Source: an optimization exercise on an open RTL-to-GDS flow (aim: small area). Production flows keep margins and buffers that such runs may drop.
Only simulation tests tie the RTL to the original design; equivalence was not proved.
Power figures rest on the tool's default switching activity, not on a simulated workload.

==> design/flow/design.v <==
module sdep_engine (
    input  wire        clk,
    input  wire        rst,
    input  wire        op_valid,
    output wire        op_ready,
    input  wire [2:0]  op_code,
    input  wire [15:0] op_cmd,
    input  wire [15:0] op_len,
    input  wire        txd_valid,
    output wire        txd_ready,
    input  wire [7:0]  txd_data,
    output wire        bus_valid,
    output reg  [2:0]  bus_op,
    output reg  [7:0]  bus_tx,
    input  wire        bus_ready,
    input  wire [7:0]  bus_rx,
    input  wire        bus_err,
    output wire        rxd_valid,
    output wire [7:0]  rxd_data,
    output wire        res_valid,
    output wire [2:0]  res_kind,
    output wire [1:0]  res_code,
    output wire [3:0]  res_cause,
    output wire [2:0]  res_inner,
    output wire        res_status,
    output wire [15:0] res_id,
    output wire [15:0] res_count,
    output wire        exch_open
);
    localparam [3:0] S_IDLE   = 4'd5,
                     S_SEL    = 4'd6,
                     S_XCHG   = 4'd8,
                     S_BUNSEL = 4'd2,
                     S_WAIT   = 4'd13,
                     S_WHDR   = 4'd14,
                     S_FETCH  = 4'd0,
                     S_WPAY   = 4'd1,
                     S_UNSEL  = 4'd12,
                     S_PIN    = 4'd4,
                     S_RDLV   = 4'd7,
                     S_RHDR   = 4'd9,
                     S_RPAY   = 4'd3,
                     S_DONE   = 4'd15;
    localparam [6:0] F_TXPROBE = {4'd1, 3'd0},
                     F_READY   = {4'd2, 3'd0},
                     F_RXPROBE = {4'd3, 3'd0},
                     F_SENT    = {4'd4, 3'd0},    
                     F_BSEL    = {4'd5, 3'd1},
                     F_BUNSEL  = {4'd5, 3'd2},
                     F_BXCHG   = {4'd5, 3'd3},
                     F_BWR     = {4'd5, 3'd4},
                     F_BRD     = {4'd5, 3'd5},
                     F_BAD     = {4'd9, 3'd0},
                     F_OVERLAP = {4'd10, 3'd0};
    localparam [6:0] TRIES = 7'd100;
    reg [3:0]  st;
    reg        m_rx;        
    reg        m_ses;       
    reg        m_exch;      
    reg        exch_r;
    reg [15:0] cmd;
    reg [15:0] cnt;
    reg [6:0]  k;
    reg [7:0]  b;
    wire hs = bus_valid && bus_ready;
    wire       last  = &cnt;                                    
    wire       cont  = ~(&cnt[15:5] & (cnt[4] | &cnt[3:0]));    
    wire [4:0] flen  = cont ? 5'd16 : ~cnt[4:0];
    wire       k1    = (k == 7'd1);
    wire [15:0] rx_id = {cmd[15:8], b};
    wire       id_ok = (rx_id[15:2] == 14'h0280) && (rx_id[1:0] != 2'd3);
    wire fault   = k[6] | k[4] | k[3] | (k[5] & m_ses);
    wire closing = m_ses & (fault | m_rx);
    assign op_ready  = (st == S_IDLE);
    assign txd_ready = (st == S_FETCH);
    assign res_valid = (st == S_DONE);
    assign rxd_valid = (st == S_RDLV);
    assign bus_valid = (st == S_SEL) || (st == S_XCHG) || (st == S_BUNSEL) ||
                       (st == S_WHDR) || (st == S_WPAY) || (st == S_UNSEL) ||
                       (st == S_PIN) || (st == S_RHDR) || (st == S_RPAY);
    assign exch_open  = exch_r & ~((st == S_DONE) & closing);
    assign rxd_data   = b;
    assign res_id     = rx_id;
    assign res_count  = cnt;
    assign res_status = cmd[15];
    assign res_cause  = k[6:3];
    assign res_inner  = k[2:0];
    assign res_code   = k[6] ? 2'd3 : k[5] ? 2'd2 : 2'd1;
    assign res_kind   = fault ? 3'd4 :
                        !m_rx ? 3'd0 :
                        m_ses ? 3'd3 :
                        k[5]  ? 3'd2 : 3'd1;
    always @(*) begin
        bus_op = 3'd0;
        bus_tx = 8'h00;
        case (st)
            S_SEL:    bus_op = 3'd0;
            S_XCHG:   begin bus_op = 3'd2; bus_tx = m_rx ? 8'hFF : 8'h10; end
            S_BUNSEL, S_UNSEL: bus_op = 3'd1;
            S_WHDR: begin
                bus_op = 3'd3;
                case (k[1:0])
                    2'd3:    bus_tx = cmd[7:0];
                    2'd2:    bus_tx = cmd[15:8];
                    default: bus_tx = {cont, 2'b00, flen};
                endcase
            end
            S_WPAY:   begin bus_op = 3'd3; bus_tx = b; end
            S_PIN:    bus_op = 3'd5;
            S_RHDR, S_RPAY: begin bus_op = 3'd4; bus_tx = 8'hFF; end
            default:  ;
        endcase
    end
    wire cnt_inc = hs && ((st == S_WPAY) || (st == S_RPAY) ||
                          ((st == S_UNSEL) && !m_rx && last));
    always @(posedge clk) begin
        if (st == S_IDLE)
            cnt <= op_code[0] ? ~op_len : 16'd0;
        else
            cnt <= cnt + {15'd0, cnt_inc};
    end
    reg        k_ld, k_dec;
    reg [6:0]  k_val;
    always @(*) begin
        k_ld  = 1'b0;
        k_dec = 1'b0;
        k_val = TRIES;
        case (st)
            S_IDLE: begin
                k_ld = 1'b1;
                if (op_valid) begin
                    if (op_code == 3'd0 || op_code[2:1] == 2'b11) k_val = F_BAD;
                    else if (op_code[0] && op_code != 3'd1 && exch_r) k_val = F_OVERLAP;
                end
            end
            S_SEL:    if (hs && bus_err) begin k_ld = 1'b1; k_val = F_BSEL; end
            S_XCHG:   if (hs) begin
                          k_ld  = bus_err || (bus_rx < 8'hFE);
                          k_val = bus_err ? F_BXCHG : 7'd3;
                      end
            S_BUNSEL: if (hs && bus_err) begin k_ld = 1'b1; k_val = F_BUNSEL; end
            S_WAIT:   if (b[4:0] == 5'd0) begin
                          k_ld  = k1;
                          k_dec = 1'b1;
                          k_val = b[7] ? F_READY : m_rx ? F_RXPROBE : F_TXPROBE;
                      end
            S_WHDR:   if (hs) begin
                          k_ld  = bus_err || k1;
                          k_dec = 1'b1;
                          k_val = bus_err ? F_BWR : {2'b00, flen};
                      end
            S_WPAY:   if (hs) begin
                          k_ld  = bus_err;
                          k_dec = !k1;
                          k_val = F_BWR;
                      end
            S_UNSEL:  if (hs && !k[3]) begin
                          k_ld  = 1'b1;
                          k_val = bus_err ? F_BUNSEL : TRIES;
                          if (!bus_err && (m_rx ? !(m_ses && cmd[15] && !k[5])
                                                : !(m_ses && !last) && !m_exch))
                              k_ld = 1'b0;
                      end
            S_PIN:    if (hs && bus_rx[0]) k_ld = 1'b1;
            S_RHDR:   if (hs) begin
                          k_ld  = bus_err || k1;
                          k_dec = 1'b1;
                          k_val = bus_err ? F_BRD : id_ok ? bus_rx[6:0] : F_SENT;
                      end
            S_RPAY:   if (hs && bus_err) begin k_ld = 1'b1; k_val = F_BRD; end
            S_RDLV:   k_dec = !k1;
            default:  ;
        endcase
    end
    always @(posedge clk)
        if (k_ld) k <= k_val;
        else      k <= k - {6'd0, k_dec};
    wire b_tx  = (st == S_FETCH) && txd_valid;
    wire b_rx  = hs && ((st == S_RPAY) || ((st == S_RHDR) && k[1] && k[0]));
    wire b_w   = hs && (((st == S_BUNSEL) && !bus_err) || ((st == S_PIN) && !bus_rx[0]));
    wire b_dec = (st == S_WAIT) && (b[4:0] != 5'd0);
    always @(posedge clk) begin
        if (b_tx)
            b <= txd_data;
        else if (b_rx)
            b <= bus_rx;
        else if (b_w)
            b <= {st == S_PIN, bus_rx[6:5], st == S_PIN, 4'b0011};
        else
            b[4:0] <= b[4:0] - {4'd0, b_dec};
    end
    always @(posedge clk) begin
        if (rst) begin
            st     <= S_IDLE;
            exch_r <= 1'b0;
        end else begin
            if (st == S_DONE)
                exch_r <= exch_open;
            case (st)
                S_IDLE: begin
                    cmd    <= op_cmd;
                    m_rx   <= ~op_code[0];
                    m_exch <= op_code[2];
                    m_ses  <= 1'b0;
                    if (op_valid) begin
                        case (op_code)
                            3'd1: st <= S_SEL;
                            3'd2, 3'd4: begin
                                m_ses <= op_code[2];
                                st    <= S_PIN;
                            end
                            3'd3, 3'd5: begin
                                if (exch_r)
                                    st <= S_DONE;
                                else begin
                                    exch_r <= 1'b1;
                                    m_ses  <= 1'b1;
                                    st     <= S_SEL;
                                end
                            end
                            default: st <= S_DONE;
                        endcase
                    end
                end
                S_SEL: if (hs)
                    st <= bus_err ? S_UNSEL : S_XCHG;
                S_XCHG: if (hs) begin
                    if (bus_err)
                        st <= S_UNSEL;
                    else if (bus_rx < 8'hFE)
                        st <= m_rx ? S_RHDR : S_WHDR;
                    else
                        st <= S_BUNSEL;
                end
                S_BUNSEL: if (hs) begin
                    if (bus_err)
                        st <= S_DONE;
                    else
                        st <= S_WAIT;
                end
                S_WAIT: begin
                    if (b[4:0] != 5'd0)
                        ;
                    else if (k1)
                        st <= S_DONE;
                    else
                        st <= b[7] ? S_PIN : S_SEL;
                end
                S_WHDR: if (hs) begin
                    if (bus_err)
                        st <= S_UNSEL;
                    else if (k1)
                        st <= last ? S_UNSEL : S_FETCH;
                end
                S_FETCH: if (txd_valid)
                    st <= S_WPAY;
                S_WPAY: if (hs) begin
                    if (bus_err || k1)
                        st <= S_UNSEL;
                    else
                        st <= S_FETCH;
                end
                S_UNSEL: if (hs) begin
                    if (k[3] || bus_err)
                        st <= S_DONE;
                    else if (!m_rx) begin
                        if (m_ses && !last)
                            st <= S_SEL;
                        else if (m_exch) begin
                            m_rx <= 1'b1;
                            st   <= S_PIN;
                        end else
                            st <= S_DONE;
                    end else if (m_ses && cmd[15] && !k[5])
                        st <= S_PIN;
                    else
                        st <= S_DONE;
                end
                S_PIN: if (hs) begin
                    if (bus_rx[0])
                        st <= S_SEL;
                    else
                        st <= S_WAIT;
                end
                S_RHDR: if (hs) begin
                    if (bus_err)
                        st <= S_UNSEL;
                    else begin
                        if (!k[0] || id_ok)
                            cmd[15:8] <= bus_rx;
                        if (k1)
                            st <= (!id_ok || bus_rx[6:0] == 7'd0) ? S_UNSEL : S_RPAY;
                    end
                end
                S_RPAY: if (hs) begin
                    if (bus_err)
                        st <= S_UNSEL;
                    else
                        st <= S_RDLV;
                end
                S_RDLV: st <= k1 ? S_UNSEL : S_RPAY;
                default: st <= S_IDLE;    
            endcase
        end
    end
endmodule
==> design/flow/flow/run.sh <==
#!/bin/bash
# Layout flow: the standard ORFS flow (standard.sh) with three changes in
# how the layout is made:
#  - synthesis is synth_recipe.tcl unchanged except for the ABC script of the
#    combinational mapping (area-oriented, see area.abc); registers are mapped
#    before ABC and are the standard synthesis's;
#  - port buffers use the smallest buffer cell (buf_1);
#  - the clock tree uses clkbuf_8 and no dummy loads.
set -euo pipefail
W=$(pwd)
export FLOW_SYNTH_TCL="$W/synth_recipe.tcl"
export MY_ABC_SCRIPT="$W/flow/area.abc"
export BUFFER_PORTS_ARGS="-buffer_cell sky130_fd_sc_hd__buf_1"
export CTS_ARGS="-sink_clustering_enable -repair_clock_nets -buf_list sky130_fd_sc_hd__clkbuf_8 -root_buf sky130_fd_sc_hd__clkbuf_8 -dont_use_dummy_load"
sed "s|SYNTH_SCRIPT=[^ ]*|SYNTH_SCRIPT=$W/flow/my_synth.tcl|" standard.sh > "$W/flow/standard_mine.sh"
grep -q "SYNTH_SCRIPT=$W/flow/my_synth.tcl" "$W/flow/standard_mine.sh"
bash "$W/flow/standard_mine.sh" > "$W/flow_run.log" 2>&1
==> design/flow/flow/area.abc <==
strash
 &get -n
 &deepsyn -T 20
 &put
 dch -f
 &get -n
 &nf -R 1000
 &put
 topo
==> design/flow/flow/my_synth.tcl <==
# synth_recipe.tcl with the combinational ABC mapping run from MY_ABC_SCRIPT
proc abc {args} {
  set i [lsearch $args -script]
  if {$i >= 0} { lset args [expr {$i + 1}] $::env(MY_ABC_SCRIPT) }
  puts "abc with area script: $args"
  yosys abc {*}$args
}
source $::env(FLOW_SYNTH_TCL)
==> design/flow/standard.sh <==
#!/bin/bash
# synth_recipe.tcl (not shown) runs the flow's synth.tcl, then flattens the netlist and writes it again
# the make line also repeats each setting of config.mk as NAME=value (left out here)
make -C /OpenROAD-flow-scripts/flow DESIGN_CONFIG=/design/flow/config.mk WORK_HOME=/design/flow/orfs CLKGATE_MAP_FILE= SYNTH_SCRIPT=/design/flow/synth_recipe.tcl "${@:-finish}"
==> design/flow/config.mk <==
export PLATFORM = sky130hd
export DESIGN_NAME = sdep_engine
export DESIGN_NICKNAME = sdep_engine
export VERILOG_FILES = /design/flow/design.v
export SDC_FILE = /design/flow/constraint.sdc
export NUM_CORES = 4
export LEC_CHECK = 0
export CAP_MARGIN = 20
export CORE_MARGIN = 2
export CORE_UTILIZATION = 40
export SLEW_MARGIN = 20
==> design/flow/constraint.sdc <==
create_clock -name core_clock -period 10.0 [get_ports {clk}]
set_input_delay 2.0000 -clock core_clock [delete_from_list [all_inputs] [get_ports {clk}]]
set_output_delay 2.0000 -clock core_clock [all_outputs]
set_load 0.01 [all_outputs]
==> notes.md, run 1 <==
R2R depth = 14
Clock buffer depth = 2
Yosys reg bits = 55
Postcts setup bufs = 0
Crit share post-route = 47.19%
CP Capture Type = output pin
Unrepaired setup endpoints after global routing = no
DR top layer = met4
I/O Buffers = 126
EDFF count, synth = 22
Wl on met1 = 5295 microns
Worst Setup EP = bus_tx[3]
GRT overflow = 0
Die Y = 96.43 microns
Most used cell along the critical path = nor2_1
Warnings, synthesis = 1
Switch share = 48.61%
Max Cap Viol = 0
Slew margin rel. = 28.91%
WL/cell = 19.90 microns
Row count = 33
Post-Syn Instances = 401
Detail Placement HPWL = 9677 microns
Root buffer cell = clkbuf_8
Min-delay worst type = reg -> reg
CP max stage cell = nor2_1
Worst slew pin tran = 1.062 ns
ANT cells = 0
Final GP Congestion = 0.9359
Drt drc = 0
Initial DRC count = 351
Via count = 3782
Final nets = 582
Area share of the largest cell type after synthesis = 19.33%
Layout Cells excl Fill = 622
Most common library cells after synthesis = 44 x nand2_1, 41 x nor2_1, 33 x dfxtp_1
CP Class = reg -> out
Share of layout cells above drive strength 1 = 1.741%
Fmax = 211.9 MHz
Most used flip-flop cell after synthesis = dfxtp_1
CTS sink cnt = 55
Post-Route Skew = 0.03315 ns
Clock Power Share = 10.7%
Post-layout min period = 4.719 ns
Critical-path cell list = nor2_1 > nor2_1 > nor2_1 > nor2_1 > a21oi_1 > o311ai_0 > buf_1
H-tree level count = 2
Status = complete, no violations
CTS tree = built
Most frequent cell after synthesis = nand2_1
Reg2reg setup slack = 6.51 ns
Multi-input gate area = 1909 sq um
Top-level I/O count = 127
Startpoint types = register
Num CTS Buffers = 5
Combinational fraction of design power = 47.4%
Post-synth ARST share = 0%
Core area = 8258 sq um
Final Cell Area = 3988 sq um
Avg Cell Area, Syn = 8.521 sq um
# resized after CTS = 0
Post-Syn Area = 3417 sq um
Synth area leader = dfxtp_1
First-pass GRT wire length = 18960 microns
Slew Viols, Final = 0
Post-CTS Hold Fix Bufs = 0
Reg2reg start = cnt[11]$_DFF_P_
Critical path fanouts, max = 15
Pin count of the biggest net entering global routing = 19
Met2 WL post-DR = 5537 microns
PD cells = 265.1 nW/um^2
Met3 routed WL = 1224 microns
Post-DRT Antenna Nets = 0
Register area share after synthesis = 38.67%
Static Leakage = 0.001380 uW
Critical Path Source = st[2]$_SDFFE_PP1P_
P_int = 543.2 uW
Filler Cell Count = 900
Post-Syn Nets = 464
Yosys cell types = 54
Gr usage total = 26.84%
Die area = 9298 sq um
Flop pwr share = 41.9%
VDD IR-drop max = 130.6 uV
Worst path top cell family by delay = simple AND/OR/NAND/NOR gates
Clock latency (worst-skew pair) = 0.31 ns
Vias in the first global route = 3501
Net switching power = 513.9 uW
Placed cell count = 617
Starting Density = 41.38%
Post-route setup TNS = 0 ns
Clk slew on worst S/H paths = 0.10 ns
DR pass1 iterations = 5
Main area contributors after synthesis = dfxtp_1 19%, edfxtp_1 19%, nand2_1 4.8%
Die width = 96.43 microns
Area grow syn2layout = 16.70%
Reg2reg end = cnt[14]$_DFF_P_
Largest stage delay on the critical path = 0.53 ns
Buffers and inverters on the worst path = 1
Fin. Hold Viols = 0
Worst Path Required = 8.00 ns
WL final = 12380 microns
Critical path arrival = 2.72 ns
Final setup viols = 0
WP depth = 7
Sequential cell area = 1321 sq um
Cell Area, Placed = 3906 sq um
Vias per std cell = 6.080
Initial antenna violation count = 0
## layout by cell type (no fill, tap or decap), drive strengths merged, types with 9 or more instances in the layout
master	count
a21oi	27
a222oi	9
and3	10
buf	128
clkinv	19
dfxtp	33
edfxtp	22
nand2	44
nand2b	12
nand3	10
nor2	41
nor3	10
o21ai	23
o22ai	10
o32ai	9
## state kept, by name (all words and copies together), names as in the netlist
register	count
exch_r	1
m_rx	1
cnt	16
st	4
cmd	16
m_exch	1
k	7
b	8
m_ses	1
## worst min-delay path: stages (launching register included)
cell      delay, ns
dfxtp_1        0.33
nand2b_1       0.07
a32oi_1        0.09
## stage by stage
stage | total power [uW] | utilization (%) | setup WS [ns] | hold WS (ns)
floorplan | 753.5 | - | 6.018 | 0.5471
global placement | 930.3 | 47.24 | 5.470 | 0.5290
detailed placement | 935.4 | 47.30 | 5.426 | 0.5318
CTS | 1050 | 48.14 | 5.056 | 0.5433
global route | 1136 | 48.29 | 5.045 | 0.5817
finish | 1057 | 48.29 | 5.281 | 0.5450
## power groups by stage
| stage | combinational (uW) | clock, uW | sequential, uW |
|---|---|---|---|
| after floorplan | 327 | 0 | 427 |
| after global placement | 489 | 0 | 441 |
| after detailed placement | 492 | 0 | 444 |
| after CTS | 495 | 116 | 439 |
| after global routing | 555 | 125 | 456 |
| final | 501 | 113 | 443 |
## cells by family after synthesis
kind of cell | share of synthesized area, %
buf+inv | 5.822
simple gates | 23.98
fa+ha+maj | 2.197
xor+xnor | 1.794
compound gates | 24.61
flops | 38.67
mux | 2.929
## worst min path at each step
stage / from / end / cells after the start
floorplan: k[2]$_DFF_P_ / k[2]$_DFF_P_ / 2
global placement: k[2]$_DFF_P_ / k[2]$_DFF_P_ / 2
detailed placement: k[2]$_DFF_P_ / k[2]$_DFF_P_ / 2
CTS: k[2]$_DFF_P_ / k[2]$_DFF_P_ / 2
global route: k[2]$_DFF_P_ / k[2]$_DFF_P_ / 2
finish: k[2]$_DFF_P_ / k[2]$_DFF_P_ / 2
## per-layer routing
layer | vias to the layer above | global-route usage (%)
li1 | 1763 | -
met1 | 1761 | 37.36
met2 | 235 | 41.72
met3 | 23 | 5.586
met4 | 0 | 8.685
met5 | - | 0
## cell type report
cell class | instances | area share, %
multi-input cells | 310 | 47.88
flip-flops and latches | 55 | 33.13
repair buffers | 128 | 12.17
well taps | 105 | 3.295
inverters | 19 | 1.789
clock buffers | 5 | 1.726
==> run 2: changes to the inputs <==
--- a/design/flow/design.v
+++ b/design/flow/design.v
@@ -27,20 +27,20 @@
     output wire [15:0] res_count,
     output wire        exch_open
 );
-    localparam [3:0] S_IDLE   = 4'd5,
-                     S_SEL    = 4'd6,
-                     S_XCHG   = 4'd8,
-                     S_BUNSEL = 4'd2,
-                     S_WAIT   = 4'd13,
-                     S_WHDR   = 4'd14,
-                     S_FETCH  = 4'd0,
-                     S_WPAY   = 4'd1,
-                     S_UNSEL  = 4'd12,
-                     S_PIN    = 4'd4,
-                     S_RDLV   = 4'd7,
-                     S_RHDR   = 4'd9,
-                     S_RPAY   = 4'd3,
-                     S_DONE   = 4'd15;
+    localparam [3:0] S_IDLE   = 4'd0,
+                     S_SEL    = 4'd1,
+                     S_XCHG   = 4'd2,
+                     S_BUNSEL = 4'd3,
+                     S_WAIT   = 4'd4,
+                     S_WHDR   = 4'd5,
+                     S_FETCH  = 4'd6,
+                     S_WPAY   = 4'd7,
+                     S_UNSEL  = 4'd8,
+                     S_PIN    = 4'd9,
+                     S_RDLV   = 4'd10,
+                     S_RHDR   = 4'd11,
+                     S_RPAY   = 4'd12,
+                     S_DONE   = 4'd13;
     localparam [6:0] F_TXPROBE = {4'd1, 3'd0},
                      F_READY   = {4'd2, 3'd0},
                      F_RXPROBE = {4'd3, 3'd0},
@@ -119,13 +119,17 @@
         else
             cnt <= cnt + {15'd0, cnt_inc};
     end
+    wire berr = hs && bus_err && (st != S_PIN) && !((st == S_UNSEL) && k[3]);
     reg        k_ld, k_dec;
     reg [6:0]  k_val;
     always @(*) begin
         k_ld  = 1'b0;
         k_dec = 1'b0;
         k_val = TRIES;
-        case (st)
+        if (berr) begin
+            k_ld  = 1'b1;
+            k_val = {4'd5, bus_op + 3'd1};
+        end else case (st)
             S_IDLE: begin
                 k_ld = 1'b1;
                 if (op_valid) begin
@@ -133,41 +137,31 @@
                     else if (op_code[0] && op_code != 3'd1 && exch_r) k_val = F_OVERLAP;
                 end
             end
-            S_SEL:    if (hs && bus_err) begin k_ld = 1'b1; k_val = F_BSEL; end
             S_XCHG:   if (hs) begin
-                          k_ld  = bus_err || (bus_rx < 8'hFE);
-                          k_val = bus_err ? F_BXCHG : 7'd3;
+                          k_ld  = (bus_rx < 8'hFE);
+                          k_val = 7'd3;
                       end
-            S_BUNSEL: if (hs && bus_err) begin k_ld = 1'b1; k_val = F_BUNSEL; end
             S_WAIT:   if (b[4:0] == 5'd0) begin
                           k_ld  = k1;
                           k_dec = 1'b1;
-                          k_val = b[7] ? F_READY : m_rx ? F_RXPROBE : F_TXPROBE;
+                          k_val = {2'b00, b[7] | m_rx, ~b[7], 3'd0};
                       end
             S_WHDR:   if (hs) begin
-                          k_ld  = bus_err || k1;
+                          k_ld  = k1;
                           k_dec = 1'b1;
-                          k_val = bus_err ? F_BWR : {2'b00, flen};
-                      end
-            S_WPAY:   if (hs) begin
-                          k_ld  = bus_err;
-                          k_dec = !k1;
-                          k_val = F_BWR;
+                          k_val = {2'b00, flen};
                       end
+            S_WPAY:   if (hs) k_dec = !k1;
             S_UNSEL:  if (hs && !k[3]) begin
-                          k_ld  = 1'b1;
-                          k_val = bus_err ? F_BUNSEL : TRIES;
-                          if (!bus_err && (m_rx ? !(m_ses && cmd[15] && !k[5])
-                                                : !(m_ses && !last) && !m_exch))
-                              k_ld = 1'b0;
+                          k_ld = m_rx ? (m_ses && cmd[15] && !k[5])
+                                      : ((m_ses && !last) || m_exch);
                       end
             S_PIN:    if (hs && bus_rx[0]) k_ld = 1'b1;
             S_RHDR:   if (hs) begin
-                          k_ld  = bus_err || k1;
+                          k_ld  = k1;
                           k_dec = 1'b1;
-                          k_val = bus_err ? F_BRD : id_ok ? bus_rx[6:0] : F_SENT;
+                          k_val = id_ok ? bus_rx[6:0] : F_SENT;
                       end
-            S_RPAY:   if (hs && bus_err) begin k_ld = 1'b1; k_val = F_BRD; end
             S_RDLV:   k_dec = !k1;
             default:  ;
         endcase
==> design/flow/flow/run.sh (replaced) <==
#!/bin/bash
# Layout flow: the standard ORFS flow (standard.sh) with these changes in
# how the layout is made:
#  - synthesis is synth_recipe.tcl unchanged except for the ABC script of the
#    combinational mapping (area-oriented &deepsyn + &nf, see my_synth.tcl);
#    it is run with several ABC seeds and the smallest netlist is kept.
#    Registers are mapped before ABC, so they are the standard synthesis's;
#  - port buffers use the smallest buffer cell (buf_1);
#  - the clock tree uses clkbuf_8 and no dummy loads.
# Each tool's output goes to a log file in this work folder.
set -euo pipefail
W=$(pwd)
NSEEDS=12
PAR=${NUM_CORES:-4}
export FLOW_SYNTH_TCL="$W/synth_recipe.tcl"
export BUFFER_PORTS_ARGS="-buffer_cell sky130_fd_sc_hd__buf_1"
export CTS_ARGS="-sink_clustering_enable -repair_clock_nets -buf_list sky130_fd_sc_hd__clkbuf_8 -root_buf sky130_fd_sc_hd__clkbuf_8 -dont_use_dummy_load"

sed "s|SYNTH_SCRIPT=[^ ]*|SYNTH_SCRIPT=$W/flow/my_synth.tcl|" standard.sh > "$W/flow/standard_mine.sh"
grep -q "SYNTH_SCRIPT=$W/flow/my_synth.tcl" "$W/flow/standard_mine.sh"

# candidate syntheses, one per ABC seed, each in its own ORFS work folder
mkdir -p "$W/syn"
run_seed() {
  local sd=$1 d="$W/syn/s$1"
  printf 'strash\n&get -n\n&deepsyn -J 100 -S %s\n&put\ndch -f\n&get -n\n&nf -R 1000\n&put\ntopo\n' "$sd" > "$W/syn/s$sd.abc"
  sed "s|WORK_HOME=[^ ]*|WORK_HOME=$d|" "$W/flow/standard_mine.sh" > "$W/syn/s$sd.sh"
  MY_ABC_SCRIPT="$W/syn/s$sd.abc" bash "$W/syn/s$sd.sh" synth > "$W/syn/s$sd.log" 2>&1 || true
}
for ((sd = 0; sd < NSEEDS; sd++)); do
  run_seed $sd &
  if (( (sd + 1) % PAR == 0 )); then wait; fi
done
wait

# keep the smallest (cell area without the buffers that placement removes)
best=""; best_area=""
for ((sd = 0; sd < NSEEDS; sd++)); do
  f="$W/syn/s$sd/reports/sky130hd/sdep_engine/base/synth_stat.txt"
  [[ -f "$W/syn/s$sd/results/sky130hd/sdep_engine/base/1_synth.odb" && -f "$f" ]] || continue
  a=$(awk '/sky130_fd_sc_hd__/ { if ($3 !~ /__(buf|clkbuf)_/) s += $2 } END { printf "%.3f", s }' "$f")
  echo "seed $sd: $a" >> "$W/syn/areas.log"
  if [[ -z "$best" ]] || awk -v a="$a" -v b="$best_area" 'BEGIN { exit !(a < b) }'; then
    best=$sd; best_area=$a
  fi
done
[[ -n "$best" ]]
echo "best seed $best: $best_area" >> "$W/syn/areas.log"
mkdir -p "$W/orfs"
cp -a "$W/syn/s$best/." "$W/orfs/"

bash "$W/flow/standard_mine.sh" > "$W/flow_run.log" 2>&1
removed: design/flow/flow/area.abc
==> notes.md, run 2 <==
Final setup viols = 0 (unchanged)
Final GP Congestion = 1.020 (+9.0%)
Most used flip-flop cell after synthesis = dfxtp_1
Share of layout cells above drive strength 1 = 1.509% (-0.23 points)
Die area = 9177 sq um (-1.3%)
Postcts setup bufs = 0 (unchanged)
Crit share post-route = 53.01% (+5.8 points)
Final Cell Area = 3936 sq um (-1.3%)
R2R depth = 15 (+1)
Reg2reg end = cnt[12]$_DFF_P_
Post-DRT Antenna Nets = 0 (unchanged)
Warnings, synthesis = 1 (unchanged)
Detail Placement HPWL = 9849 microns (+1.8%)
Post-Syn Area = 3371 sq um (-1.4%)
DR pass1 iterations = 5 (unchanged)
Static Leakage = 0.001381 uW (about the same)
Avg Cell Area, Syn = 8.122 sq um (-4.7%)
Final hold slack = 0.5745 ns (+0.02945 ns)
Status = complete, no violations
Net switching power = 534.8 uW (+4.1%)
Post-Syn Instances = 415 (+3.5%)
CTS tree = built
Critical path fanouts, max = 12 (-3)
Die width = 95.80 microns (-0.65%)
Post-Route Skew = 0.02009 ns (-0.01306 ns)
Multi-input gate area = 1867 sq um (-2.2%)
Clk slew on worst S/H paths = 0.10 ns (about the same)
EDFF count, synth = 22 (unchanged)
Post-CTS Hold Fix Bufs = 0 (unchanged)
Root buffer cell = clkbuf_8
Vias per std cell = 6.008 (-1.2%)
Final core occ = 48.15% (-0.14 points)
Min-delay src = cnt[15]$_DFF_P_
Worst Path Required = 8.00 ns (about the same)
Clock Power Share = 10.9% (+0.2 points)
Post-Syn Nets = 479 (+3.2%)
Initial DRC count = 313 (-11%)
Yosys reg bits = 55 (unchanged)
Pin count of the biggest net entering global routing = 18 (-1)
Commonest cells after routing, fill and taps aside = 126 x buf_1, 62 x nor2_1, 51 x nand2_1
Area grow syn2layout = 16.78% (about the same)
Sequential cell area = 1321 sq um (unchanged)
Gr usage total = 27.29% (+0.44 points)
Fmax = 188.7 MHz (-11%)
Most common library cells after synthesis = 62 x nor2_1, 51 x nand2_1, 33 x dfxtp_1
# resized after CTS = 0 (unchanged)
Unrepaired setup endpoints after global routing = no
Main area contributors after synthesis = dfxtp_1 20%, edfxtp_1 20%, nor2_1 6.9%
Design Power = 1076 uW (+1.7%)
Combinational fraction of design power = 47.0% (-0.4 points)
Max Cap Viol = 0 (unchanged)
Worst slew pin tran = 0.8421 ns (-0.2203 ns)
Final nets = 596 (+2.4%)
Yosys cell types = 47 (-13%)
Largest registers = cmd (16), cnt (16), b (8)
Clock buffer depth = 2 (unchanged)
Post-layout min period = 5.301 ns (+0.5812 ns)
Reg2reg setup slack = 5.98 ns (-0.53 ns)
WL/cell = 19.75 microns (-0.74%)
ANT cells = 0 (unchanged)
Top-level I/O count = 127 (unchanged)
Core area = 8175 sq um (-1.0%)
Initial antenna violation count = 0 (unchanged)
Area share of the largest cell type after synthesis = 19.60% (+0.27 points)
Die Y = 95.80 microns (-0.65%)
Startpoint types = register
Hold Path Sink = cnt[15]$_DFF_P_
Post-route setup TNS = 0 ns (unchanged)
Slew margin rel. = 43.27% (+14 points)
Drt drc = 0 (unchanged)
Starting Density = 41.23% (-0.15 points)
WL final = 12540 microns (+1.3%)
Synth area leader = dfxtp_1
CTS sink cnt = 55 (unchanged)
Filler Cell Count = 853 (-5.2%)
Reg2reg start = st[0]$_SDFFE_PP0P_
GRT overflow = 0 (unchanged)
PD cells = 273.2 nW/um^2 (+3.1%)
Hold path depth = 2 (unchanged)
VDD IR-drop max = 102.3 uV (-22%)
H-tree level count = 2 (unchanged)
Clock latency (worst-skew pair) = 0.31 ns (about the same)
Critical path arrival = 3.30 ns (+0.58 ns)
Vias in the first global route = 3415 (-2.5%)
Slew Viols, Final = 0 (unchanged)
Most frequent cell after synthesis = nor2_1
P_int = 540.8 uW (-0.45%)
First-pass GRT wire length = 18920 microns (-0.22%)
Row count = 33 (unchanged)
Fin. Hold Viols = 0 (unchanged)
Num CTS Buffers = 5 (unchanged)
I/O Buffers = 126 (unchanged)
Flop pwr share = 42.1% (+0.2 points)
Min-delay worst type = reg -> reg
Cell Area, Placed = 3855 sq um (-1.3%)
Via count = 3815 (+0.87%)
Switch share = 49.72% (+1.1 points)
Commonest non-fill, non-tap cell in the layout = buf_1
Post-synth ARST share = 0% (unchanged)
CP Class = reg -> out
Register area share after synthesis = 39.20% (+0.53 points)
CP Capture Type = output pin
==> run 2: cell count changes in the layout (fill, tap and decap cells not counted), sizes merged, moves of 4 or more <==
| cell | change |
|---|---|
| and2 | -4 |
| nand2b | -8 |
| nor3 | +4 |
| mux2 | -8 |
| nor2 | +21 |
| a21oi | +4 |
| nand2 | +7 |
| nand3 | +9 |
==> run 2: power groups by stage <==
stage	registers [uW]	logic, uW	clock network [uW]
after floorplan	432	330	0
after global placement	457	504	0
after detailed placement	455	499	0
after CTS	451	501	121
after global routing	468	562	127
final	453	505	117
==> run 2: layout make-up <==
class,instances,area share (%)
Clock buffer,5,1.748
Multi-Input combinational cell,325,47.43
Timing Repair Buffer,127,12.21
Tap cell,105,3.338
Inverter,18,1.716
Sequential cell,55,33.57
==> run 2: metal layers <==
metal  global-route usage (%)  up-vias  routed length [microns]
met1                    37.26     1794                     5474
met3                    3.759       19                      947
met4                    8.452        0                      254
met5                        0        -                        0
li1                         -     1790                        -
met2                    44.76      212                     5867
==> run 2: worst max-delay path, cell delays in order, from the launching register on <==
cell and delay (ns):
dfxtp_1 0.59, clkinv_1 0.22, nor2_1 0.25, nand2_1 0.18
nor2_1 0.68, a21oi_1 0.18, nand2_1 0.16, o21ai_0 0.32
o311ai_0 0.22, buf_1 0.19
==> run 2: cell families after synthesis <==
logic type	after synthesis	share of synthesized area [%]
adders and majority gates	7	2.598
and+or+nand+nor	193	26.99
xor gates and xnor gates	10	2.598
AOI/OAI and AO/OA	113	22.24
muxes	2	0.5939
buffers and inverters	35	5.790
DFF	55	39.20
==> run 2: per-stage QoR <==
stage,std cells,worst slack [ns]
global route,635,4.356
finish,635,4.699
floorplan,415,5.863
CTS,635,4.780
global placement,630,5.187
detailed placement,630,5.119
==> run 2: worst max path at each step <==
stage,end,start,cells past startpoint,slack (ns)
after CTS,bus_tx[1],st[0]$_SDFFE_PP0P_,7,4.78
after global routing,bus_tx[1],st[1]$_SDFFE_PP0P_,9,4.36
final,bus_tx[0],st[1]$_SDFFE_PP0P_,9,4.70
after detailed placement,bus_tx[1],st[0]$_SDFFE_PP0P_,7,5.12
after global placement,bus_tx[1],st[0]$_SDFFE_PP0P_,7,5.19
after floorplan,bus_tx[0],st[0]$_SDFFE_PP0P_,6,5.86
==> run 3: changes to the inputs <==
--- a/design/flow/flow/run.sh
+++ b/design/flow/flow/run.sh
@@ -10,7 +10,7 @@
 # Each tool's output goes to a log file in this work folder.
 set -euo pipefail
 W=$(pwd)
-NSEEDS=12
+NSEEDS=24
 PAR=${NUM_CORES:-4}
 export FLOW_SYNTH_TCL="$W/synth_recipe.tcl"
 export BUFFER_PORTS_ARGS="-buffer_cell sky130_fd_sc_hd__buf_1"
==> notes.md, run 3 <==
Worst Path Required = 8.00 ns (about the same)
Drt drc = 0 (unchanged)
DR pass1 iterations = 5 (unchanged)
Status = complete, no violations
Avg Cell Area, Syn = 8.502 sq um (+4.7%)
Critical-path cell list = clkinv_1 > nor2_1 > nand3_1 > o21a_1 > nand2b_1 > or2_0 > nor2_1 > a21boi_0 > buf_1
Post-synth ARST share = 0% (unchanged)
Min-delay src = cnt[10]$_DFF_P_
Largest registers = cmd (16), cnt (16), b (8)
Commonest cells after routing, fill and taps aside = 126 x buf_1, 53 x nand2_1, 44 x nor2_1
Main area contributors after synthesis = dfxtp_1 20%, edfxtp_1 20%, nand2_1 5.9%
Largest stage delay on the critical path = 0.60 ns (-0.08 ns)
Vias per std cell = 6.052 (+0.73%)
Setup WS pre-CTS = 5.087 ns (-0.03160 ns)
Yosys reg bits = 55 (unchanged)
Detail Placement HPWL = 9354 microns (-5.0%)
Switch share = 48.99% (-0.74 points)
Synth area leader = dfxtp_1
I/O Buffers = 126 (unchanged)
Most common library cells after synthesis = 53 x nand2_1, 44 x nor2_1, 33 x dfxtp_1
Postcts setup bufs = 0 (unchanged)
Die Y = 95.75 microns (about the same)
Final nets = 577 (-3.2%)
Hold path depth = 2 (unchanged)
Hold Path Sink = cnt[10]$_DFF_P_
Clock buffer depth = 2 (unchanged)
Post-layout min period = 5.274 ns (-0.02696 ns)
Worst Slack Setup Final = 4.726 ns (+0.02696 ns)
EDFF count, synth = 22 (unchanged)
Most used cell along the critical path = nor2_1
Net switching power = 539.6 uW (+0.90%)
CTS sink cnt = 55 (unchanged)
VDD IR-drop max = 148.3 uV (+45%)
Post-Syn Area = 3367 sq um (-0.11%)
CP Capture Type = output pin
Commonest non-fill, non-tap cell in the layout = buf_1
Post-Syn Nets = 460 (-4.0%)
Final GP Congestion = 1.019 (-0.15%)
Slew margin rel. = 34.01% (-9.3 points)
Critical path arrival = 3.27 ns (-0.03 ns)
Static Leakage = 0.001334 uW (-3.4%)
CTS tree = built
Reg2reg start = st[1]$_SDFFE_PP0P_
Warnings, synthesis = 1 (unchanged)
# resized after CTS = 0 (unchanged)
Core area = 8175 sq um (unchanged)
Design Power = 1102 uW (+2.4%)
Yosys cell types = 50 (+6.4%)
Initial antenna violation count = 0 (unchanged)
Starting Density = 41.18% (-0.046 points)
Min-delay worst type = reg -> reg
Crit share post-route = 52.74% (-0.27 points)
GRT overflow = 0 (unchanged)
R2R depth = 16 (+1)
Area share of the largest cell type after synthesis = 19.62% (+0.022 points)
First-pass GRT wire length = 18550 microns (-1.9%)
Reg2reg end = cnt[14]$_DFF_P_
Most frequent cell after synthesis = nand2_1
Critical path fanouts, max = 11 (-1)
ANT cells = 0 (unchanged)
Fmax = 189.6 MHz (+0.51%)
Flop pwr share = 41.5% (-0.6 points)
Clock latency (worst-skew pair) = 0.32 ns (about the same)
Reg2reg setup slack = 5.48 ns (-0.50 ns)
Combinational fraction of design power = 48.1% (+1.1 points)
WL/cell = 19.39 microns (-1.8%)
Row count = 33 (unchanged)
Slew Viols, Final = 0 (unchanged)
WL final = 11940 microns (-4.8%)
Startpoint types = register
Vias in the first global route = 3461 (+1.3%)
Die area = 9167 sq um (-0.10%)
Top-level I/O count = 127 (unchanged)
CP max stage cell = dfxtp_1
PD cells = 281.0 nW/um^2 (+2.8%)
Initial DRC count = 322 (+2.9%)
Num CTS Buffers = 5 (unchanged)
Die width = 95.75 microns (about the same)
Max Cap Viol = 0 (unchanged)
Worst slew pin tran = 0.9795 ns (+0.1374 ns)
Register area share after synthesis = 39.24% (+0.044 points)
Most used flip-flop cell after synthesis = dfxtp_1
Via count = 3728 (-2.3%)
Final setup viols = 0 (unchanged)
Clock Power Share = 10.4% (-0.5 points)
Post-Syn Instances = 396 (-4.6%)
Root buffer cell = clkbuf_8
Post-CTS Hold Fix Bufs = 0 (unchanged)
Final hold slack = 0.5632 ns (-0.01125 ns)
Post-Route Skew = 0.02567 ns (+0.005585 ns)
Critical Path Source = st[1]$_SDFFE_PP0P_
Fin. Hold Viols = 0 (unchanged)
Pin count of the biggest net entering global routing = 18 (unchanged)
Area grow syn2layout = 16.43%
Post-DRT Antenna Nets = 0 (unchanged)
Unrepaired setup endpoints after global routing = no
Post-route setup TNS = 0 ns (unchanged)
Clk slew on worst S/H paths = 0.09 ns (about the same)
Gr usage total = 26.63% (-0.65 points)
H-tree level count = 2 (unchanged)
Share of layout cells above drive strength 1 = 1.174% (-0.34 points)
P_int = 562.0 uW (+3.9%)
CP Class = reg -> out
==> run 3: cell types whose count changed after synthesis, sizes merged, moves of 4 or more <==
cell,delta
o32ai,-4
and3,-5
o21ai,+6
a222oi,-4
clkinv,-4
nand3,-7
a221o,+7
a211oi,+5
mux2,+8
a21oi,-9
and4,-4
nor2,-18
==> run 3: cells by family after synthesis <==
logic type | after synthesis | synth area share (%)
AO/OA/AOI/OAI | 117 | 23.67
XOR/XNOR | 10 | 2.601
adder cells (fa/ha/maj) | 7 | 2.601
buffers and inverters | 31 | 5.351
flip-flops | 55 | 39.24
multiplexers | 8 | 2.676
AND/OR/NAND/NOR | 168 | 23.86
==> run 3: cell type report <==
type                            instances  area (sq um)
Fill cell                             890          4255
Multi-Input combinational cell        310          1866
Sequential cell                        55          1321
Timing Repair Buffer                  127         480.5
Tap cell                              105         131.4
Clock buffer                            5         68.82
Inverter                               14         52.55
==> run 3: through the flow <==
step	cell area [sq um]	utilization, %	instances
3_3_place_gp	3851	47.11	611
6_report	3920	47.95	616
4_1_cts	3920	47.95	616
5_1_grt	3920	47.95	616
3_5_place_dp	3851	47.11	611
2_1_floorplan	3367	-	396
==> run 3: critical path: cells and delay by family, from the launching register on <==
kind,cells,cell delay (ns)
buffers and inverters,2,0.46
AOI/OAI and AO/OA,2,0.59
and+or+nand+nor,5,1.33
DFF,1,0.60
==> run 3: power groups by stage <==
stage          clock network, uW  registers (uW)  logic, uW
3_3_place_gp                   0             458        528
4_1_cts                      118             453        526
2_1_floorplan                  0             441        344
6_report                     114             457        530
5_1_grt                      128             473        590
3_5_place_dp                   0             458        525
==> run 3: metal layers <==
layer / up-vias / GRT usage, % / wire [microns]
li1: 1735 / - / -
met1: 1760 / 37.65 / 5403
met2: 208 / 41.03 / 5310
met3: 25 / 5.168 / 973
met4: 0 / 8.452 / 255
met5: - / 0 / 0
==> run 3: worst max-delay path by stage <==
stage                 to  slack, ns  cells past startpoint
4_1_cts        exch_open       4.76                      9
3_5_place_dp   exch_open       5.09                      9
6_report       exch_open       4.73                      9
2_1_floorplan  exch_open       5.70                      8
3_3_place_gp   exch_open       5.16                      9
5_1_grt        exch_open       4.45                      9
==> run 4: changes to the inputs <==
--- a/design/flow/config.mk
+++ b/design/flow/config.mk
@@ -7,5 +7,5 @@
 export LEC_CHECK = 0
 export CAP_MARGIN = 20
 export CORE_MARGIN = 2
-export CORE_UTILIZATION = 40
+export CORE_UTILIZATION = 60
 export SLEW_MARGIN = 20
==> notes.md, run 4 <==
GRT overflow = 0 (unchanged)
Commonest cells after routing, fill and taps aside = 126 x buf_1, 53 x nand2_1, 44 x nor2_1
Min-delay worst type = reg -> reg
Top-level I/O count = 127 (unchanged)
Root buffer cell = clkbuf_8
Most frequent cell after synthesis = nand2_1
I/O Buffers = 126 (unchanged)
Post-CTS Hold Fix Bufs = 0 (unchanged)
Fmax = 197.1 MHz (+3.9%)
Post-layout min period = 5.073 ns (-0.2004 ns)
Post-Syn Nets = 460 (unchanged)
Fin. Hold Viols = 0 (unchanged)
Post-Route Skew = 0.01289 ns (-0.01279 ns)
Worst slew pin tran = 0.9549 ns (-0.02460 ns)
Layout Cells excl Fill = 583 (-5.4%)
Crit share post-route = 50.73% (-2.0 points)
Clk slew on worst S/H paths = 0.09 ns (about the same)
CTS tree = built
Drt drc = 0 (unchanged)
Vias in the first global route = 3592 (+3.8%)
Net switching power = 537.4 uW (-0.40%)
Largest family of logic cells by synthesized area = simple AND/OR/NAND/NOR gates
Slew Viols, Final = 0 (unchanged)
Main area contributors after synthesis = dfxtp_1 20%, edfxtp_1 20%, nand2_1 5.9%
WL/cell = 18.94 microns (-2.3%)
Register area share after synthesis = 39.24% (unchanged)
WL final = 11040 microns (-7.5%)
Core area = 5473 sq um (-33%)
Yosys reg bits = 55 (unchanged)
First-pass GRT wire length = 17360 microns (-6.4%)
Critical path arrival = 3.07 ns (-0.20 ns)
Initial DRC count = 593 (+84%)
Post-Synth Adder-Cell Area = 2.601% (unchanged)
Most used flip-flop cell after synthesis = dfxtp_1
Simple logic cell fraction of the synthesized area = 23.86% (unchanged)
Pin count of the biggest net entering global routing = 18 (unchanged)
Status = complete, no violations
Clock buffer depth = 2 (unchanged)
Clock Power Share = 10.2% (-0.2 points)
H-tree level count = 2 (unchanged)
Starting Density = 61.52% (+20 points)
PD cells = 283.5 nW/um^2 (+0.88%)
Final core occ = 70.87% (+23 points)
VDD IR-drop max = 151.4 uV (+2.1%)
P_int = 562.1 uW (about the same)
Worst Path Required = 8.00 ns (about the same)
Mux contribution to synthesized area = 2.676% (unchanged)
Cell Area, Placed = 3810 sq um (-1.1%)
Final setup viols = 0 (unchanged)
Die Y = 78.91 microns (-18%)
Post-route setup TNS = 0 ns (unchanged)
Warnings, synthesis = 1 (unchanged)
Area grow syn2layout = 15.20%
R2R depth = 17 (+1)
Switch share = 48.88% (-0.11 points)
Clock latency (worst-skew pair) = 0.30 ns (-0.02 ns)
Die area = 6227 sq um (-32%)
Post-Syn Instances = 396 (unchanged)
Final GP Congestion = 1.019 (about the same)
Via count = 3790 (+1.7%)
Final nets = 577 (unchanged)
Area share of the largest cell type after synthesis = 19.62% (unchanged)
DR pass1 iterations = 7 (+2)
Combinational fraction of design power = 48.8% (+0.7 points)
Hold path depth = 2 (unchanged)
Post-Syn Area = 3367 sq um (unchanged)
Postcts setup bufs = 0 (unchanged)
Die width = 78.91 microns (-18%)
Most common library cells after synthesis = 53 x nand2_1, 44 x nor2_1, 33 x dfxtp_1
Num CTS Buffers = 5 (unchanged)
Vias per std cell = 6.501 (+7.4%)
Flop pwr share = 41.0% (-0.5 points)
Max Cap Viol = 0 (unchanged)
Slew margin rel. = 35.67% (+1.7 points)
Unrepaired setup endpoints after global routing = no
Startpoint types = register
CP Capture Type = output pin
Critical path fanouts, max = 11 (unchanged)
Compound-Gate Fraction of Synth Area = 23.67% (unchanged)
Static Leakage = 0.001334 uW (unchanged)
Row count = 27 (-18%)
Post-DRT Antenna Nets = 0 (unchanged)
Largest registers = cmd (16), cnt (16), b (8)
Commonest non-fill, non-tap cell in the layout = buf_1
Synth Area in XOR/XNOR = 2.601% (unchanged)
Synth area leader = dfxtp_1
ANT cells = 0 (unchanged)
Yosys cell types = 50 (unchanged)
Share of layout cells above drive strength 1 = 1.174% (unchanged)
CTS sink cnt = 55 (unchanged)
Post-synth ARST share = 0% (unchanged)
Gr usage total = 35.99% (+9.4 points)
# resized after CTS = 0 (unchanged)
Initial antenna violation count = 0 (unchanged)
Final Cell Area = 3879 sq um (-1.1%)
Placed cell count = 578 (-5.4%)
Detail Placement HPWL = 8721 microns (-6.8%)
EDFF count, synth = 22 (unchanged)
Avg Cell Area, Syn = 8.502 sq um (unchanged)
CP Class = reg -> out
run 4: power groups by stage:
stage | logic, uW | registers, uW | clock network (uW)
4_1_cts | 527 | 445 | 112
6_report | 537 | 451 | 112
2_1_floorplan | 344 | 441 | 0
5_1_grt | 584 | 462 | 123
3_5_place_dp | 524 | 450 | 0
3_3_place_gp | 516 | 447 | 0
run 4: area by class of cell:
type	count	area, sq um
clock buffers	5	68.82
well taps	72	90.09
fillers	475	1594
repair buffers	127	480.5
flip-flops and latches	55	1321
inverters	14	52.55
multi-input cells	310	1866
run 4: per-stage QoR:
step                total power, uW  setup WS (ns)  hold slack [ns]
global route                   1169          4.716           0.5965
floorplan                     785.1          5.701           0.5519
CTS                            1084          5.002           0.5631
detailed placement            974.6          5.350           0.5347
global placement              963.1          5.361           0.5356
finish                         1100          4.927           0.5547
run 4: worst paths after layout:
kind	start	end	slack, ns
worst max register to register	st[1]$_SDFFE_PP0P_	cnt[15]$_DFF_P_	5.62
worst max-delay path	st[1]$_SDFFE_PP0P_	exch_open	4.93
worst min-delay path	cnt[15]$_DFF_P_	cnt[15]$_DFF_P_	0.55
worst min register to register	cnt[15]$_DFF_P_	cnt[15]$_DFF_P_	0.55
run 4: metal layers:
metal	wire, microns	global-route usage [%]	part of all wire, %
met5	0	0	0
met2	5017	56.84	45
met4	447	18.62	4.0
met3	1351	7.500	12
met1	4226	46.75	38
run 4: cell families after synthesis:
kind of cell	Yosys count
AND/OR/NAND/NOR	168
AO/OA/AOI/OAI	117
XOR/XNOR	10
multiplexers	8
adder cells (fa/ha/maj)	7
buffers and inverters	31
flip-flops	55
run 4: worst max-delay path, stage by stage, from the launching register on:
cell	delay (ns)
dfxtp_1	0.57
clkinv_1	0.24
nor2_1	0.23
nand3_1	0.44
o21a_1	0.33
nand2b_1	0.19
or2_0	0.25
nor2_1	0.11
a21boi_0	0.24
buf_1	0.18
==> run 5: changes to the inputs <==
--- a/design/flow/flow/run.sh
+++ b/design/flow/flow/run.sh
@@ -5,15 +5,13 @@
 #    combinational mapping (area-oriented &deepsyn + &nf, see my_synth.tcl);
 #    it is run with several ABC seeds and the smallest netlist is kept.
 #    Registers are mapped before ABC, so they are the standard synthesis's;
-#  - port buffers use the smallest buffer cell (buf_1);
 #  - the clock tree uses clkbuf_8 and no dummy loads.
 # Each tool's output goes to a log file in this work folder.
 set -euo pipefail
 W=$(pwd)
-NSEEDS=24
+NSEEDS=12
 PAR=${NUM_CORES:-4}
 export FLOW_SYNTH_TCL="$W/synth_recipe.tcl"
-export BUFFER_PORTS_ARGS="-buffer_cell sky130_fd_sc_hd__buf_1"
 export CTS_ARGS="-sink_clustering_enable -repair_clock_nets -buf_list sky130_fd_sc_hd__clkbuf_8 -root_buf sky130_fd_sc_hd__clkbuf_8 -dont_use_dummy_load"
 
 sed "s|SYNTH_SCRIPT=[^ ]*|SYNTH_SCRIPT=$W/flow/my_synth.tcl|" standard.sh > "$W/flow/standard_mine.sh"
--- a/design/flow/config.mk
+++ b/design/flow/config.mk
@@ -7,5 +7,5 @@
 export LEC_CHECK = 0
 export CAP_MARGIN = 20
 export CORE_MARGIN = 2
-export CORE_UTILIZATION = 60
+export CORE_UTILIZATION = 40
 export SLEW_MARGIN = 20
==> notes.md, run 5 <==
H-tree level count = 2 (unchanged)
Worst Path Required = 8.00 ns (about the same)
Top-level I/O count = 127 (unchanged)
Initial antenna violation count = 0 (unchanged)
Static Leakage = 0.001713 uW (+28%)
PD cells = 258.2 nW/um^2 (-8.9%)
Share of layout cells above drive strength 1 = 1.509% (+0.34 points)
Vias per std cell = 6.123 (-5.8%)
WL/cell = 20.99 microns (+11%)
Flop pwr share = 37.2% (-3.8 points)
Placed cell count = 630 (+9.0%)
Avg Cell Area, Syn = 8.122 sq um (-4.5%)
Post-Syn Nets = 479 (+4.1%)
Drt drc = 0 (unchanged)
Die area = 9177 sq um (+47%)
Via count = 3888 (+2.6%)
Yosys reg bits = 55 (unchanged)
Clock Power Share = 9.3% (-0.9 points)
CTS sink cnt = 55 (unchanged)
Area share of the largest cell type after synthesis = 19.60% (-0.022 points)
Final nets = 596 (+3.3%)
Status = complete, no violations
Pin count of the biggest net entering global routing = 18 (unchanged)
Yosys cell types = 47 (-6.0%)
CP Class = reg -> out
Commonest cells after routing, fill and taps aside = 126 x clkdlybuf4s50_1, 62 x nor2_1, 51 x nand2_1
Fin. Hold Viols = 0 (unchanged)
Min-delay worst type = reg -> reg
Synth area leader = dfxtp_1
GRT overflow = 0 (unchanged)
Largest registers = cmd (16), cnt (16), b (8)
Warnings, synthesis = 1 (unchanged)
Initial DRC count = 372 (-37%)
Slew Viols, Final = 0 (unchanged)
Detail Placement HPWL = 10550 microns (+21%)
Post-synth ARST share = 0% (unchanged)
Post-CTS Hold Fix Bufs = 0 (unchanged)
Die Y = 95.80 microns (+21%)
Main area contributors after synthesis = dfxtp_1 20%, edfxtp_1 20%, nor2_1 6.9%
Unrepaired setup endpoints after global routing = no
Gr usage total = 28.85% (-7.1 points)
Post-Route Skew = 0.02071 ns (+0.007818 ns)
VDD IR-drop max = 128.9 uV (-15%)
Post-DRT Antenna Nets = 0 (unchanged)
WL final = 13330 microns (+21%)
DR pass1 iterations = 7 (unchanged)
Starting Density = 41.23% (-20 points)
Num CTS Buffers = 5 (unchanged)
Vias in the first global route = 3676 (+2.3%)
Switch share = 44.48% (-4.4 points)
Most frequent cell after synthesis = nor2_1
Commonest non-fill, non-tap cell in the layout = clkdlybuf4s50_1
Slew margin rel. = 35.90% (+0.24 points)
# resized after CTS = 0 (unchanged)
Startpoint types = register
Register area share after synthesis = 39.20% (-0.044 points)
Post-Syn Area = 3371 sq um (+0.11%)
Max Cap Viol = 0 (unchanged)
ANT cells = 0 (unchanged)
Clock buffer depth = 2 (unchanged)
I/O Buffers = 126 (unchanged)
Critical path arrival = 3.75 ns (+0.68 ns)
First-pass GRT wire length = 19800 microns (+14%)
Critical path fanouts, max = 12 (+1)
Area grow syn2layout = 40.16%
Crit share post-route = 57.48% (+6.7 points)
EDFF count, synth = 22 (unchanged)
P_int = 677.3 uW (+20%)
Most used flip-flop cell after synthesis = dfxtp_1
CP Capture Type = output pin
Final GP Congestion = 0.9751 (-4.3%)
Clk slew on worst S/H paths = 0.10 ns (about the same)
Core area = 8175 sq um (+49%)
Most common library cells after synthesis = 62 x nor2_1, 51 x nand2_1, 33 x dfxtp_1
Row count = 33 (+22%)
Root buffer cell = clkbuf_8
Post-Syn Instances = 415 (+4.8%)
Fmax = 174.0 MHz (-12%)
Final setup viols = 0 (unchanged)
Layout Cells excl Fill = 635 (+8.9%)
Filler Cell Count = 800 (+68%)
Die width = 95.80 microns (+21%)
Combinational fraction of design power = 53.5% (+4.7 points)
Net switching power = 542.6 uW (+0.96%)
Post-layout min period = 5.748 ns (+0.6748 ns)
Postcts setup bufs = 0 (unchanged)
Post-route setup TNS = 0 ns (unchanged)
CTS tree = built
Clock latency (worst-skew pair) = 0.31 ns (about the same)
Worst slew pin tran = 0.9514 ns (-0.003514 ns)
## run 5: cell types whose count changed after synthesis, sizes merged, moves of 4 or more
cell	previous run	this run
nor2	44	62
and4	2	6
a221o	8	1
a21oi	22	31
o32ai	6	10
nand3	12	19
o21ai	27	21
mux2	8	0
a211oi	5	0
and3	7	12
clkinv	14	18
a222oi	3	7
## run 5: kinds of logic (layout without fill, tap and decap cells)
| kind of cell | Yosys count | count (layout) | share of synthesized area [%] |
|---|---|---|---|
| flops | 55 | 55 | 39.20 |
| mux | 2 | 2 | 0.5939 |
| simple gates | 193 | 193 | 26.99 |
| compound gates | 113 | 113 | 22.24 |
| fa+ha+maj | 7 | 7 | 2.598 |
| buf+inv | 35 | 150 | 5.790 |
| xor+xnor | 10 | 10 | 2.598 |
## run 5: stage by stage
step                power, uW  setup WS (ns)  util, %  hold WS, ns  instance area, sq um
floorplan               761.3          5.863        -       0.5392                  3371
finish                   1220          4.252    57.79       0.5809                  4725
global placement         1098          4.832    56.80       0.5412                  4643
global route             1298          3.895    57.79       0.6125                  4725
CTS                      1215          4.351    57.64       0.5845                  4712
detailed placement       1098          4.711    56.80       0.5572                  4643
## run 5: worst paths after layout
check | to | cells past startpoint | slack (ns) | startpoint
worst max-delay path | bus_tx[1] | 9 | 4.25 | st[1]$_SDFFE_PP0P_
worst min-delay path | cnt[13]$_DFF_P_ | 2 | 0.58 | cnt[13]$_DFF_P_
worst max register to register | cnt[12]$_DFF_P_ | 15 | 5.87 | st[0]$_SDFFE_PP0P_
worst min register to register | cnt[13]$_DFF_P_ | 2 | 0.58 | cnt[13]$_DFF_P_
## run 5: power groups by stage
stage / Combinational, uW / Sequential, uW / Clock (uW)
after floorplan: 330 / 432 / 0
after detailed placement: 644 / 454 / 0
final: 653 / 453 / 113
after global placement: 644 / 455 / 0
after global routing: 708 / 465 / 125
after CTS: 647 / 450 / 118
## run 5: metal layers
layer	vias up	global-route usage (%)	wire length, microns
met4	0	8.214	295
met2	231	49.30	6297
met1	1843	37.30	5606
met3	23	5.168	1131
met5	-	0	0
li1	1791	-	-
## run 5: critical path, cell delays in order, from the launching register on
cell             delay, ns
dfxtp_1               0.61
clkinv_1              0.25
nor2_1                0.26
nand2_1               0.17
nor2_1                0.62
a21oi_1               0.16
nand2_1               0.15
o21ai_0               0.36
o311ai_0              0.25
clkdlybuf4s50_1       0.61
## run 5: final cells by class
type,instances,area [sq um],area share (%)
Clock buffer,5,68.82,1.457
Inverter,18,67.56,1.430
Multi-Input combinational cell,325,1867,39.51
Sequential cell,55,1321,27.97
Tap cell,105,131.4,2.781
Timing Repair Buffer,127,1269,26.85
==> run 6: changes to the inputs <==
--- a/design/flow/flow/run.sh
+++ b/design/flow/flow/run.sh
@@ -5,13 +5,15 @@
 #    combinational mapping (area-oriented &deepsyn + &nf, see my_synth.tcl);
 #    it is run with several ABC seeds and the smallest netlist is kept.
 #    Registers are mapped before ABC, so they are the standard synthesis's;
+#  - port buffers use the smallest buffer cell (buf_1);
 #  - the clock tree uses clkbuf_8 and no dummy loads.
 # Each tool's output goes to a log file in this work folder.
 set -euo pipefail
 W=$(pwd)
-NSEEDS=12
+NSEEDS=24
 PAR=${NUM_CORES:-4}
 export FLOW_SYNTH_TCL="$W/synth_recipe.tcl"
+export BUFFER_PORTS_ARGS="-buffer_cell sky130_fd_sc_hd__buf_1"
 export CTS_ARGS="-sink_clustering_enable -repair_clock_nets -buf_list sky130_fd_sc_hd__clkbuf_8 -root_buf sky130_fd_sc_hd__clkbuf_8 -dont_use_dummy_load"
 
 sed "s|SYNTH_SCRIPT=[^ ]*|SYNTH_SCRIPT=$W/flow/my_synth.tcl|" standard.sh > "$W/flow/standard_mine.sh"
--- a/design/flow/config.mk
+++ b/design/flow/config.mk
@@ -5,7 +5,7 @@
 export SDC_FILE = /design/flow/constraint.sdc
 export NUM_CORES = 4
 export LEC_CHECK = 0
-export CAP_MARGIN = 20
+export CAP_MARGIN = 0
 export CORE_MARGIN = 2
 export CORE_UTILIZATION = 40
-export SLEW_MARGIN = 20
+export SLEW_MARGIN = 0
==> notes.md, run 6 <==
VDD IR-drop max = 148.3 uV (+15%)
Postcts setup bufs = 0 (unchanged)
Final setup viols = 0 (unchanged)
Synth Area in XOR/XNOR = 2.601% (+0.0029 points)
Post-route setup TNS = 0 ns (unchanged)
Warnings, synthesis = 1 (unchanged)
Min-delay worst type = reg -> reg
Post-CTS Hold Fix Bufs = 0 (unchanged)
Worst slew pin tran = 0.9795 ns (+0.02812 ns)
Num CTS Buffers = 5 (unchanged)
GRT overflow = 0 (unchanged)
Largest family of logic cells by synthesized area = simple AND/OR/NAND/NOR gates
Final nets = 577 (-3.2%)
Post-Route Skew = 0.02567 ns (+0.004967 ns)
Reg2reg end = cnt[14]$_DFF_P_
WL final = 11940 microns (-10%)
ANT cells = 0 (unchanged)
Most frequent cell after synthesis = nand2_1
Max Cap Viol = 0 (unchanged)
Starting Density = 41.18% (-0.046 points)
Post-synth ARST share = 0% (unchanged)
Status = complete, no violations
Fin. Hold Viols = 0 (unchanged)
Die area = 9167 sq um (-0.10%)
CTS tree = built
Post-layout min period = 5.274 ns (-0.4744 ns)
Area share of the largest cell type after synthesis = 19.62% (+0.022 points)
Share of layout cells above drive strength 1 = 1.174% (-0.34 points)
CP Capture Type = output pin
Post-Syn Nets = 460 (-4.0%)
Fmax = 189.6 MHz (+9.0%)
Clock buffer depth = 2 (unchanged)
CP max stage cell = dfxtp_1
Commonest cells after routing, fill and taps aside = 126 x buf_1, 53 x nand2_1, 44 x nor2_1
Die width = 95.75 microns (about the same)
Main area contributors after synthesis = dfxtp_1 20%, edfxtp_1 20%, nand2_1 5.9%
First-pass GRT wire length = 18550 microns (-6.3%)
Pin count of the biggest net entering global routing = 18 (unchanged)
Critical Path Source = st[1]$_SDFFE_PP0P_
Drt drc = 0 (unchanged)
Compound-Gate Fraction of Synth Area = 23.67% (+1.4 points)
Yosys reg bits = 55 (unchanged)
Static Leakage = 0.001334 uW (-22%)
Most used cell along the critical path = nor2_1
EDFF count, synth = 22 (unchanged)
Via count = 3728 (-4.1%)
PD cells = 281.0 nW/um^2 (+8.8%)
Startpoint types = register
Clk slew on worst S/H paths = 0.09 ns (about the same)
Final hold slack = 0.5632 ns (-0.01762 ns)
Final Cell Area = 3920 sq um (-17%)
Avg Cell Area, Syn = 8.502 sq um (+4.7%)
Slew margin rel. = 34.01% (-1.9 points)
Commonest non-fill, non-tap cell in the layout = buf_1
Min-delay src = cnt[10]$_DFF_P_
# resized after CTS = 0 (unchanged)
Combinational fraction of design power = 48.1% (-5.4 points)
Crit share post-route = 52.74% (-4.7 points)
Final GP Congestion = 1.019 (+4.5%)
Gr usage total = 26.63% (-2.2 points)
Row count = 33 (unchanged)
Largest stage delay on the critical path = 0.60 ns (-0.02 ns)
Vias in the first global route = 3461 (-5.8%)
Hold path depth = 2 (unchanged)
WP depth = 9 (unchanged)
Yosys cell types = 50 (+6.4%)
Simple logic cell fraction of the synthesized area = 23.86% (-3.1 points)
Largest registers = cmd (16), cnt (16), b (8)
Detail Placement HPWL = 9354 microns (-11%)
Die Y = 95.75 microns (about the same)
P_int = 562.0 uW (-17%)
CTS sink cnt = 55 (unchanged)
Cell Area, Placed = 3851 sq um (-17%)
Switch share = 48.99% (+4.5 points)
Most used flip-flop cell after synthesis = dfxtp_1
Initial antenna violation count = 0 (unchanged)
Critical path fanouts, max = 11 (-1)
Most common library cells after synthesis = 53 x nand2_1, 44 x nor2_1, 33 x dfxtp_1
DR pass1 iterations = 5 (-2)
H-tree level count = 2 (unchanged)
Core area = 8175 sq um (unchanged)
Mux contribution to synthesized area = 2.676% (+2.1 points)
Unrepaired setup endpoints after global routing = no
Hold Path Sink = cnt[10]$_DFF_P_
Area grow syn2layout = 16.43%
Clock Power Share = 10.4% (+1.1 points)
Post-Syn Instances = 396 (-4.6%)
Flop pwr share = 41.5% (+4.3 points)
WL/cell = 19.39 microns (-7.7%)
Critical path arrival = 3.27 ns (-0.48 ns)
Critical-path cell list = clkinv_1 > nor2_1 > nand3_1 > o21a_1 > nand2b_1 > or2_0 > nor2_1 > a21boi_0 > buf_1
Post-Syn Area = 3367 sq um (-0.11%)
Top-level I/O count = 127 (unchanged)
Post-Synth Adder-Cell Area = 2.601% (+0.0029 points)
Reg2reg setup slack = 5.48 ns (-0.39 ns)
Root buffer cell = clkbuf_8
CP Class = reg -> out
Slew Viols, Final = 0 (unchanged)
Vias per std cell = 6.052 (-1.2%)
Clock latency (worst-skew pair) = 0.32 ns (about the same)
Worst Path Required = 8.00 ns (about the same)
Post-DRT Antenna Nets = 0 (unchanged)
Net switching power = 539.6 uW (-0.55%)
Worst path top cell family by delay = simple AND/OR/NAND/NOR gates
Register area share after synthesis = 39.24% (+0.044 points)
I/O Buffers = 126 (unchanged)
Synth area leader = dfxtp_1
R2R depth = 16 (+1)
Buffers and inverters on the worst path = 2 (unchanged)
Reg2reg start = st[1]$_SDFFE_PP0P_
Initial DRC count = 322 (-13%)
## run 6: stage by stage
| stage | util (%) | setup slack (ns) | instances | power [uW] |
|---|---|---|---|---|
| after CTS | 47.95 | 4.756 | 616 | 1097 |
| after global routing | 47.95 | 4.450 | 616 | 1190 |
| after global placement | 47.11 | 5.155 | 611 | 985.5 |
| final | 47.95 | 4.726 | 616 | 1102 |
| after floorplan | - | 5.701 | 396 | 785.1 |
| after detailed placement | 47.11 | 5.087 | 611 | 982.4 |
## run 6: routing by layer
layer	global-route usage [%]	routed length, microns	vias up
met5	0	0	-
met4	8.452	255	0
met3	5.168	973	25
met2	41.03	5310	208
met1	37.65	5403	1760
li1	-	-	1735
## run 6: cells by family (layout without fill, tap and decap cells)
group                    after synthesis  after routing
buffers and inverters                 31            146
AND/OR/NAND/NOR                      168            168
XOR/XNOR                              10             10
multiplexers                           8              8
AO/OA/AOI/OAI                        117            117
adder cells (fa/ha/maj)                7              7
flip-flops                            55             55
## run 6: final cells by class
cell class,instances,area (sq um)
fill,890,4255
multi-input combinational,310,1866
sequential,55,1321
timing repair buffer,127,480.5
tap,105,131.4
clock buffer,5,68.82
inverter,14,52.55
## run 6: worst max-delay path by stage
stage	end
2_1_floorplan	exch_open
3_3_place_gp	exch_open
3_5_place_dp	exch_open
4_1_cts	exch_open
5_1_grt	exch_open
6_report	exch_open
## run 6: power by group through the flow
stage	logic, uW	clock network, uW	registers [uW]
6_report	530	114	457
5_1_grt	590	128	473
3_5_place_dp	525	0	458
2_1_floorplan	344	0	441
3_3_place_gp	528	0	458
4_1_cts	526	118	453
## run 6: worst reg2reg max path: cells and delay by family (launching register included)
| family | cells | cell delay (ns) |
|---|---|---|
| AND/OR/NAND/NOR | 10 | 2.39 |
| flip-flops | 1 | 0.60 |
| buffers and inverters | 1 | 0.28 |
| adder cells (fa/ha/maj) | 2 | 0.43 |
| AO/OA/AOI/OAI | 3 | 0.75 |

## static timing again, ports no longer ideal
The results above use ideal ports. As a check the final layouts listed here were re-extracted and re-timed, cells and wires unchanged.
Step 1 assumes that a clkbuf_16 drives the clock port and a buf_2 every other input.
Step 2 moves the port delays by t, midway between the first and last clock arrival at a register: inputs arrive t later, outputs are due t later. That takes back most of the time a late clock gives input paths.
a / b / c = ideal / step 1 / step 2; a / b = the first two.
| run | t (ns) | setup slack, ns | hold WS [ns] |
|---|---|---|---|
| run 1 | 0.327 | 5.281 / 5.250 / 5.452 | 0.545 / 0.545 / 0.545 |
| run 2 | 0.340 | 4.699 / 4.664 / 5.004 | 0.574 / 0.574 / 0.574 |
| run 3 | 0.338 | 4.726 / 4.693 / 5.031 | 0.563 / 0.563 / 0.563 |
| run 4 | 0.328 | 4.927 / 4.892 / 5.219 | 0.555 / 0.555 / 0.555 |
| run 5 | 0.333 | 4.252 / 4.218 / 4.550 | 0.581 / 0.581 / 0.581 |
| run 6 | 0.338 | 4.726 / 4.693 / 5.031 | 0.563 / 0.563 / 0.563 |
After both steps setup and hold are still met in every run listed.
